From an optimization exercise on the open Yosys and OpenROAD flow, aimed at small area, a short achievable clock period and few clock cycles per item; shortcuts taken in it are not production practice.
In this exercise RTL edits were held to simulation tests only and were not proved equivalent to the original.

==> try-violet <==
==> flow/design.v (excerpt) <==
module btc_enc (
  input  wire         clk,
  input  wire         rst,         
  input  wire         in_valid,
  output wire         in_ready,
  input  wire [1:0]   in_fmt,      
  input  wire [511:0] in_pixels,   
  output wire         out_valid,
  input  wire         out_ready,
  output wire [127:0] out_block    
);
make LEC_CHECK=0 ABC_CLOCK_PERIOD_IN_PS=9000 CAP_MARGIN=20 CORE_MARGIN=2 CORE_UTILIZATION=30 SLEW_MARGIN=20 finish   # period 36.0 ns
run.sh (not shown) runs the stock make flow with config.mk's settings and CLKGATE_MAP_FILE= SYNTH_SCRIPT=/design/flow/synth_recipe.tcl, a recipe that flattens the netlist after the stock synthesis.
==> try-ember (differences from try-violet) <==
--- a/flow/design.v
+++ b/flow/design.v
@@ -40,17 +40,22 @@
   reg  [511:0] px;
   reg  [1:0]   fmt;       
   reg  [1:0]   rfmt;      
   wire acc     = in_valid && in_ready_r;
   wire start_n = acc && (state == S_IDLE || out_ready);         
   wire start_p = (state == S_OUTW) && out_ready;                
+  reg  go;    
   wire c_idle, a_idle;
-  wire done    = (state == S_RUN) && c_idle && a_idle;
+  wire done    = (state == S_RUN) && !go && c_idle && a_idle;
   assign in_ready  = in_ready_r;
   assign out_valid = out_valid_r;
   always @(posedge clk) begin
+    if (rst) go <= 1'b0;
+    else     go <= start_n || start_p;
+  end
+  always @(posedge clk) begin
     if (rst) begin
       state       <= S_IDLE;
       in_ready_r  <= 1'b1;
       out_valid_r <= 1'b0;
     end else begin
       case (state)
@@ -77,14 +82,13 @@
   end
   always @(posedge clk) begin
     if (in_ready_r) begin
       px  <= in_pixels;
       fmt <= in_fmt;
     end
-    if (start_n) rfmt <= in_fmt;
-    if (start_p) rfmt <= fmt;
+    if (go) rfmt <= fmt;
   end
   wire is_bc1 = (rfmt == 2'd0);
   wire [15:0] opq;    
   genvar gk, gm, gt;
   generate
     for (gk = 0; gk < 16; gk = gk + 1) begin : g_opq
@@ -118,35 +122,35 @@
   generate
     for (gp = 0; gp < 16; gp = gp + 1) begin : g_cmatch
       assign cmatch[gp] = cvis[gp] && (cpk[gp] == ej);
     end
   endgenerate
   assign      c_dupj = c_row0 && (|cmatch);
-  wire [15:0] cmask = inO & ~cdup & ~({15'd0, c_dupj} << cj);
+  wire [15:0] cmask = inO & ~cdup;
   wire [4:0]  c_nj  = ffs_above(cmask, cj);
   wire [4:0]  c_ni  = ffs_above(cmask, ci);
   wire        c_adv = c_run && !cq_v;               
   reg         c_init;
   wire [4:0]  px_i0 = ffs(opq);
-  wire        c_bc1 = start_n ? (in_fmt == 2'd0) : (fmt == 2'd0);
+  wire        c_bc1 = (fmt == 2'd0);
   always @(posedge clk) begin
     if (rst) begin
       c_run  <= 1'b0;
       c_init <= 1'b0;
-    end else if (start_n || start_p) begin
+    end else if (go) begin
       c_run  <= !c_bc1;
       c_init <= c_bc1;
     end else if (c_init) begin
       c_run  <= px_i0[4];
       c_init <= 1'b0;
     end else if (c_adv && !c_nj[4] && !c_ni[4]) begin
       c_run  <= 1'b0;
     end
   end
   always @(posedge clk) begin
-    if (start_n || start_p) begin
+    if (go) begin
       ci    <= 4'd0;
       cj    <= 4'd0;
       cn    <= 8'd0;
       cdup  <= 16'd0;
       cvis  <= 16'd0;
       c_row0 <= 1'b1;
@@ -322,33 +326,35 @@
       wire w0 = !w1 && !w2 && !w3;
       wire [18:0] dm = ({19{w0}} & d0) | ({19{w1}} & d1) | ({19{w2}} & d2) | ({19{w3}} & d3);
       assign cdmin[gm]          = p2c_go[gm] ? dm : 19'd0;
       assign p2c_s[2*gm +: 2]   = !p2c_go[gm] ? 2'd3 : {w2 || w3, w1 || w3};
     end
   endgenerate
-  wire [22:0] c_e;
-  btc_csum u_csum (.p(p2c_e), .v0(cdmin[0]), .v1(cdmin[1]), .v2(cdmin[2]), .v3(cdmin[3]), .e(c_e));
+  wire [22:0] c_es, c_ec;    
+  btc_csum_cs u_csum (.p(p2c_e), .v0(cdmin[0]), .v1(cdmin[1]), .v2(cdmin[2]), .v3(cdmin[3]), .s(c_es), .c(c_ec));
   reg         p3c_v;
   reg  [3:0]  p3c_i, p3c_j;
   reg  [1:0]  p3c_ph;
   reg  [7:0]  p3c_n;
-  reg  [22:0] p3c_e;
+  reg  [22:0] p3c_es, p3c_ec;
   reg  [31:0] p3c_x;     
   reg  [15:0] p3c_c0, p3c_c1;
   always @(posedge clk) begin
     if (rst) p3c_v <= 1'b0;
     else     p3c_v <= p2c_v;
     p3c_i  <= p2c_i;
     p3c_j  <= p2c_j;
     p3c_ph <= p2c_ph;
     p3c_n  <= p2c_n;
-    p3c_e  <= c_e;
+    p3c_es <= c_es;
+    p3c_ec <= c_ec;
     p3c_x  <= {p2c_s, p2c_x};
     p3c_c0 <= p2c_c0;
     p3c_c1 <= p2c_c1;
   end
+  wire [22:0] p3c_e = p3c_es + p3c_ec;
   wire [31:0] c_xp;      
   generate
     for (gk = 0; gk < 16; gk = gk + 1) begin : g_cxp
       assign c_xp[2*gk +: 2] = p3c_x[8*(((gk % 4) - (gk / 4)) & 3) + 2*(gk / 4) +: 2];
     end
   endgenerate
@@ -366,13 +372,13 @@
     cq_i  <= p3c_i;
     cq_j  <= p3c_j;
     cq_ph <= p3c_ph + 2'd1;
     cq_n  <= p3c_n;
     cq_e  <= p3c_e;
     cq_x  <= p3c_x[31:8];
-    if (start_n || start_p) cb_ok <= 1'b0;
+    if (go) cb_ok <= 1'b0;
     if (p3c_v && c_keep && (p3c_ph == 2'd3)) begin
       cb_ok <= 1'b1;
       cb_e  <= p3c_e;
       cb_n  <= p3c_n;
       cb_c0 <= p3c_c0;
       cb_c1 <= p3c_c1;
@@ -401,26 +407,26 @@
   generate
     for (gp = 0; gp < 16; gp = gp + 1) begin : g_amatch
       assign amatch[gp] = (gp < aj) && (px[32*gp+24 +: 8] == va1);
     end
   endgenerate
   assign      a_dupj = a_row0 && (|amatch);
-  wire [15:0] amask = ~adup & ~({15'd0, a_dupj} << aj);
+  wire [15:0] amask = ~adup;
   wire [4:0]  a_nj  = ffs_above(amask, aj);
   wire [4:0]  a_ni  = ffs_above(amask, ai);
   wire        a_adv = a_run && !aq_v;
   always @(posedge clk) begin
     if (rst)
       a_run <= 1'b0;
-    else if (start_n || start_p)
-      a_run <= start_n ? (in_fmt == 2'd2) : (fmt == 2'd2);
+    else if (go)
+      a_run <= (fmt == 2'd2);
     else if (a_adv && !a_nj[4] && !a_ni[4])
       a_run <= 1'b0;
   end
   always @(posedge clk) begin
-    if (start_n || start_p) begin
+    if (go) begin
       ai    <= 4'd0;
       aj    <= 4'd0;
       an    <= 8'd0;
       adup  <= 16'd0;
       a_row0 <= 1'b1;
     end else if (a_adv) begin
@@ -439,27 +445,29 @@
   reg  [3:0]  p0a_i, p0a_j;
   reg  [1:0]  p0a_ph;
   reg  [7:0]  p0a_n;
   reg  [19:0] p0a_e;
   reg  [35:0] p0a_x;
   reg  [7:0]  ga0, ga1;    
+  reg         a8;          
+  reg  [7:0]  amin, adst;  
   always @(posedge clk) begin
     if (rst) p0a_v <= 1'b0;
     else     p0a_v <= a_iss;
     p0a_i  <= s1a_i;
     p0a_j  <= s1a_j;
     p0a_ph <= aq_v ? aq_ph : 2'd0;
     p0a_n  <= aq_v ? aq_n  : an;
     p0a_e  <= aq_v ? aq_e  : 20'd0;
     p0a_x  <= aq_v ? aq_x  : 36'd0;
     ga0    <= va0;
     ga1    <= va1;
+    a8     <= va0 > va1;
+    amin   <= (va0 > va1) ? va1 : va0;
+    adst   <= (va0 > va1) ? (va0 - va1) : (va1 - va0);
   end
-  wire        a8   = ga0 > ga1;
-  wire [7:0]  amin = a8 ? ga1 : ga0;
-  wire [7:0]  adst = a8 ? (ga0 - ga1) : (ga1 - ga0);
   wire [47:0] ao7;
   wire [31:0] ao5;
   wire [6:0]  ae8;
   wire [4:0]  ae6;
   btc_aoff u_aoff (.d(adst), .o7(ao7), .o5(ao5), .e8(ae8), .e6(ae6));
   reg  [7:0] ae [0:7];      
@@ -634,25 +642,25 @@
   generate
     for (gk = 0; gk < 4; gk = gk + 1) begin : g_a4
       btc_q17 u_q (.a(a4row[32*gk+24 +: 8]), .q(a4w[4*gk +: 4]));
     end
   endgenerate
   always @(posedge clk) begin
-    if (start_n || start_p) a4r <= 2'd0;
+    if (go) a4r <= 2'd0;
     else                    a4r <= a4r + 2'd1;
   end
   always @(posedge clk) begin
     if (rst) aq_v <= 1'b0;
     else     aq_v <= p3a_v && a_keep && (p3a_ph != 2'd3);
     aq_i  <= p3a_i;
     aq_j  <= p3a_j;
     aq_ph <= p3a_ph + 2'd1;
     aq_n  <= p3a_n;
     aq_e  <= p3a_e;
     aq_x  <= p3a_x[47:12];
-    if (start_n || start_p) ab_ok <= 1'b0;
+    if (go) ab_ok <= 1'b0;
     if (state == S_RUN && rfmt == 2'd1) ab_blk[16*a4r +: 16] <= a4w;
     if (p3a_v && a_keep && (p3a_ph == 2'd3)) begin
       ab_ok  <= 1'b1;
       ab_e   <= p3a_e;
       ab_n   <= p3a_n;
       ab_blk <= {a_xp, p3a_a1, p3a_a0};
@@ -1720,12 +1728,130 @@
   wire s253 = s223 | (s224 & s241);
   wire s254 = s224 & s242;
   wire s255 = s225 | (s226 & s241);
   wire s256 = s226 & s242;
   assign e = {(s160 ^ s253), (s158 ^ s251), (s156 ^ s249), (s154 ^ s247), (s152 ^ s245), (s150 ^ s243), (s148 ^ s241), (s146 ^ s239), (s144 ^ s237), (s142 ^ s235), (s140 ^ s233), (s138 ^ s231), (s136 ^ s229), (s134 ^ s227), (s132 ^ s211), (s130 ^ s209), (s128 ^ s207), (s126 ^ s205), (s124 ^ s185), (s122 ^ s183), (s120 ^ s161), (s118 ^ s115), s116};
 endmodule
+module btc_csum_cs (input wire [22:0] p, input wire [18:0] v0, input wire [18:0] v1, input wire [18:0] v2, input wire [18:0] v3, output wire [22:0] s, output wire [22:0] c);
+  wire s1 = v0[0] ^ v1[0] ^ v2[0];
+  wire s2 = (v0[0] & v1[0]) | (v0[0] & v2[0]) | (v1[0] & v2[0]);
+  wire s3 = v0[1] ^ v1[1] ^ v2[1];
+  wire s4 = (v0[1] & v1[1]) | (v0[1] & v2[1]) | (v1[1] & v2[1]);
+  wire s5 = v0[2] ^ v1[2] ^ v2[2];
+  wire s6 = (v0[2] & v1[2]) | (v0[2] & v2[2]) | (v1[2] & v2[2]);
+  wire s7 = v0[3] ^ v1[3] ^ v2[3];
+  wire s8 = (v0[3] & v1[3]) | (v0[3] & v2[3]) | (v1[3] & v2[3]);
+  wire s9 = v0[4] ^ v1[4] ^ v2[4];
+  wire s10 = (v0[4] & v1[4]) | (v0[4] & v2[4]) | (v1[4] & v2[4]);
+  wire s11 = v0[5] ^ v1[5] ^ v2[5];
+  wire s12 = (v0[5] & v1[5]) | (v0[5] & v2[5]) | (v1[5] & v2[5]);
+  wire s13 = v0[6] ^ v1[6] ^ v2[6];
+  wire s14 = (v0[6] & v1[6]) | (v0[6] & v2[6]) | (v1[6] & v2[6]);
+  wire s15 = v0[7] ^ v1[7] ^ v2[7];
+  wire s16 = (v0[7] & v1[7]) | (v0[7] & v2[7]) | (v1[7] & v2[7]);
+  wire s17 = v0[8] ^ v1[8] ^ v2[8];
+  wire s18 = (v0[8] & v1[8]) | (v0[8] & v2[8]) | (v1[8] & v2[8]);
+  wire s19 = v0[9] ^ v1[9] ^ v2[9];
+  wire s20 = (v0[9] & v1[9]) | (v0[9] & v2[9]) | (v1[9] & v2[9]);
+  wire s21 = v0[10] ^ v1[10] ^ v2[10];
+  wire s22 = (v0[10] & v1[10]) | (v0[10] & v2[10]) | (v1[10] & v2[10]);
+  wire s23 = v0[11] ^ v1[11] ^ v2[11];
+  wire s24 = (v0[11] & v1[11]) | (v0[11] & v2[11]) | (v1[11] & v2[11]);
+  wire s25 = v0[12] ^ v1[12] ^ v2[12];
+  wire s26 = (v0[12] & v1[12]) | (v0[12] & v2[12]) | (v1[12] & v2[12]);
+  wire s27 = v0[13] ^ v1[13] ^ v2[13];
+  wire s28 = (v0[13] & v1[13]) | (v0[13] & v2[13]) | (v1[13] & v2[13]);
+  wire s29 = v0[14] ^ v1[14] ^ v2[14];
+  wire s30 = (v0[14] & v1[14]) | (v0[14] & v2[14]) | (v1[14] & v2[14]);
+  wire s31 = v0[15] ^ v1[15] ^ v2[15];
+  wire s32 = (v0[15] & v1[15]) | (v0[15] & v2[15]) | (v1[15] & v2[15]);
+  wire s33 = v0[16] ^ v1[16] ^ v2[16];
+  wire s34 = (v0[16] & v1[16]) | (v0[16] & v2[16]) | (v1[16] & v2[16]);
+  wire s35 = v0[17] ^ v1[17] ^ v2[17];
+  wire s36 = (v0[17] & v1[17]) | (v0[17] & v2[17]) | (v1[17] & v2[17]);
+  wire s37 = v0[18] ^ v1[18] ^ v2[18];
+  wire s38 = (v0[18] & v1[18]) | (v0[18] & v2[18]) | (v1[18] & v2[18]);
+  wire s39 = s1 ^ v3[0] ^ p[0];
+  wire s40 = (s1 & v3[0]) | (s1 & p[0]) | (v3[0] & p[0]);
+  wire s41 = s2 ^ s3 ^ v3[1];
+  wire s42 = (s2 & s3) | (s2 & v3[1]) | (s3 & v3[1]);
+  wire s43 = s4 ^ s5 ^ v3[2];
+  wire s44 = (s4 & s5) | (s4 & v3[2]) | (s5 & v3[2]);
+  wire s45 = s6 ^ s7 ^ v3[3];
+  wire s46 = (s6 & s7) | (s6 & v3[3]) | (s7 & v3[3]);
+  wire s47 = s8 ^ s9 ^ v3[4];
+  wire s48 = (s8 & s9) | (s8 & v3[4]) | (s9 & v3[4]);
+  wire s49 = s10 ^ s11 ^ v3[5];
+  wire s50 = (s10 & s11) | (s10 & v3[5]) | (s11 & v3[5]);
+  wire s51 = s12 ^ s13 ^ v3[6];
+  wire s52 = (s12 & s13) | (s12 & v3[6]) | (s13 & v3[6]);
+  wire s53 = s14 ^ s15 ^ v3[7];
+  wire s54 = (s14 & s15) | (s14 & v3[7]) | (s15 & v3[7]);
+  wire s55 = s16 ^ s17 ^ v3[8];
+  wire s56 = (s16 & s17) | (s16 & v3[8]) | (s17 & v3[8]);
+  wire s57 = s18 ^ s19 ^ v3[9];
+  wire s58 = (s18 & s19) | (s18 & v3[9]) | (s19 & v3[9]);
+  wire s59 = s20 ^ s21 ^ v3[10];
+  wire s60 = (s20 & s21) | (s20 & v3[10]) | (s21 & v3[10]);
+  wire s61 = s22 ^ s23 ^ v3[11];
+  wire s62 = (s22 & s23) | (s22 & v3[11]) | (s23 & v3[11]);
+  wire s63 = s24 ^ s25 ^ v3[12];
+  wire s64 = (s24 & s25) | (s24 & v3[12]) | (s25 & v3[12]);
+  wire s65 = s26 ^ s27 ^ v3[13];
+  wire s66 = (s26 & s27) | (s26 & v3[13]) | (s27 & v3[13]);
+  wire s67 = s28 ^ s29 ^ v3[14];
+  wire s68 = (s28 & s29) | (s28 & v3[14]) | (s29 & v3[14]);
+  wire s69 = s30 ^ s31 ^ v3[15];
+  wire s70 = (s30 & s31) | (s30 & v3[15]) | (s31 & v3[15]);
+  wire s71 = s32 ^ s33 ^ v3[16];
+  wire s72 = (s32 & s33) | (s32 & v3[16]) | (s33 & v3[16]);
+  wire s73 = s34 ^ s35 ^ v3[17];
+  wire s74 = (s34 & s35) | (s34 & v3[17]) | (s35 & v3[17]);
+  wire s75 = s36 ^ s37 ^ v3[18];
+  wire s76 = (s36 & s37) | (s36 & v3[18]) | (s37 & v3[18]);
+  wire s77 = s40 ^ s41 ^ p[1];
+  wire s78 = (s40 & s41) | (s40 & p[1]) | (s41 & p[1]);
+  wire s79 = s42 ^ s43 ^ p[2];
+  wire s80 = (s42 & s43) | (s42 & p[2]) | (s43 & p[2]);
+  wire s81 = s44 ^ s45 ^ p[3];
+  wire s82 = (s44 & s45) | (s44 & p[3]) | (s45 & p[3]);
+  wire s83 = s46 ^ s47 ^ p[4];
+  wire s84 = (s46 & s47) | (s46 & p[4]) | (s47 & p[4]);
+  wire s85 = s48 ^ s49 ^ p[5];
+  wire s86 = (s48 & s49) | (s48 & p[5]) | (s49 & p[5]);
+  wire s87 = s50 ^ s51 ^ p[6];
+  wire s88 = (s50 & s51) | (s50 & p[6]) | (s51 & p[6]);
+  wire s89 = s52 ^ s53 ^ p[7];
+  wire s90 = (s52 & s53) | (s52 & p[7]) | (s53 & p[7]);
+  wire s91 = s54 ^ s55 ^ p[8];
+  wire s92 = (s54 & s55) | (s54 & p[8]) | (s55 & p[8]);
+  wire s93 = s56 ^ s57 ^ p[9];
+  wire s94 = (s56 & s57) | (s56 & p[9]) | (s57 & p[9]);
+  wire s95 = s58 ^ s59 ^ p[10];
+  wire s96 = (s58 & s59) | (s58 & p[10]) | (s59 & p[10]);
+  wire s97 = s60 ^ s61 ^ p[11];
+  wire s98 = (s60 & s61) | (s60 & p[11]) | (s61 & p[11]);
+  wire s99 = s62 ^ s63 ^ p[12];
+  wire s100 = (s62 & s63) | (s62 & p[12]) | (s63 & p[12]);
+  wire s101 = s64 ^ s65 ^ p[13];
+  wire s102 = (s64 & s65) | (s64 & p[13]) | (s65 & p[13]);
+  wire s103 = s66 ^ s67 ^ p[14];
+  wire s104 = (s66 & s67) | (s66 & p[14]) | (s67 & p[14]);
+  wire s105 = s68 ^ s69 ^ p[15];
+  wire s106 = (s68 & s69) | (s68 & p[15]) | (s69 & p[15]);
+  wire s107 = s70 ^ s71 ^ p[16];
+  wire s108 = (s70 & s71) | (s70 & p[16]) | (s71 & p[16]);
+  wire s109 = s72 ^ s73 ^ p[17];
+  wire s110 = (s72 & s73) | (s72 & p[17]) | (s73 & p[17]);
+  wire s111 = s74 ^ s75 ^ p[18];
+  wire s112 = (s74 & s75) | (s74 & p[18]) | (s75 & p[18]);
+  wire s113 = s76 ^ s38 ^ p[19];
+  wire s114 = (s76 & s38) | (s76 & p[19]) | (s38 & p[19]);
+  assign s = {p[22], p[21], s114, s112, s110, s108, s106, s104, s102, s100, s98, s96, s94, s92, s90, s88, s86, s84, s82, s80, s78, s77, s39};
+  assign c = {1'b0, 1'b0, p[20], s113, s111, s109, s107, s105, s103, s101, s99, s97, s95, s93, s91, s89, s87, s85, s83, s81, s79, 1'b0, 1'b0};
+endmodule
 module btc_third (input wire [7:0] a, input wire [7:0] b, output wire [7:0] y);
   wire [18:0] s;
   wire s1 = b[1] ^ a[0] ^ b[0];
   wire s2 = (b[1] & a[0]) | (b[1] & b[0]) | (a[0] & b[0]);
   wire s3 = b[2] ^ a[1] ^ b[1];
   wire s4 = (b[2] & a[1]) | (b[2] & b[1]) | (a[1] & b[1]);
==> impl_metrics.ini <==
[layout]
area_growth_pct = 14.1
drive_gt1_share_pct = 5.98

[global_route]
antenna_found_initial = 188

[die]
die_x_um = 848

[sta]
fin_crit_sh_pct = 30.0

[run_status]
status = no timing/DRC/antenna violations
Source of the figures above: try-violet

==> impl_metrics.ini <==
[layout]
drive_gt1_share_pct = 6.73
multi_input_area_share_pct = 56.0
area_growth_pct = 14.3

[run_status]
status = no timing/DRC/antenna violations

[synth]
synthFlopType = dfxtp_1
synth_xor_area_share_pct = 5.91
yosysUniqueCellTypes = 110

[sta]
fin_crit_sh_pct = 30.2

[die]
die_x_um = 847
Source of the figures above: try-ember

Testbench counts of try-violet, summed over its fixed seeds: cycles 55,957, items 288.
Testbench counts of try-ember, summed over its fixed seeds: cycles 56,624, items 288.

## port drivers added, routing unchanged
No port has a modelled driver above. Below, the same layouts with a new extraction and two added sets of constraints. Step 1, drivers: a clkbuf_16 drives clk and a buf_2 each remaining input, both assumed. Step 2 times the ports against the registers' clock, not the clock port: input delays grow and output delays shrink by t, the midpoint of the rising clock arrivals with the driver on. Three values: ideal ports, drivers, drivers and shift; two values: the first two.
| run | shift t [ns] | setup WS [ns] | hold WS [ns] | latest minus earliest clock arrival (ns) |
|---|---|---|---|---|
| try-violet | 1.163 | 25.185 / 25.128 / 25.185 | 0.297 / 0.297 / 0.297 | 0.120 / 0.120 |
| try-ember | 1.121 | 25.123 / 24.991 / 26.112 | 0.185 / 0.185 / 0.185 | 0.180 / 0.180 |
After both steps setup and hold are still met in every run listed.
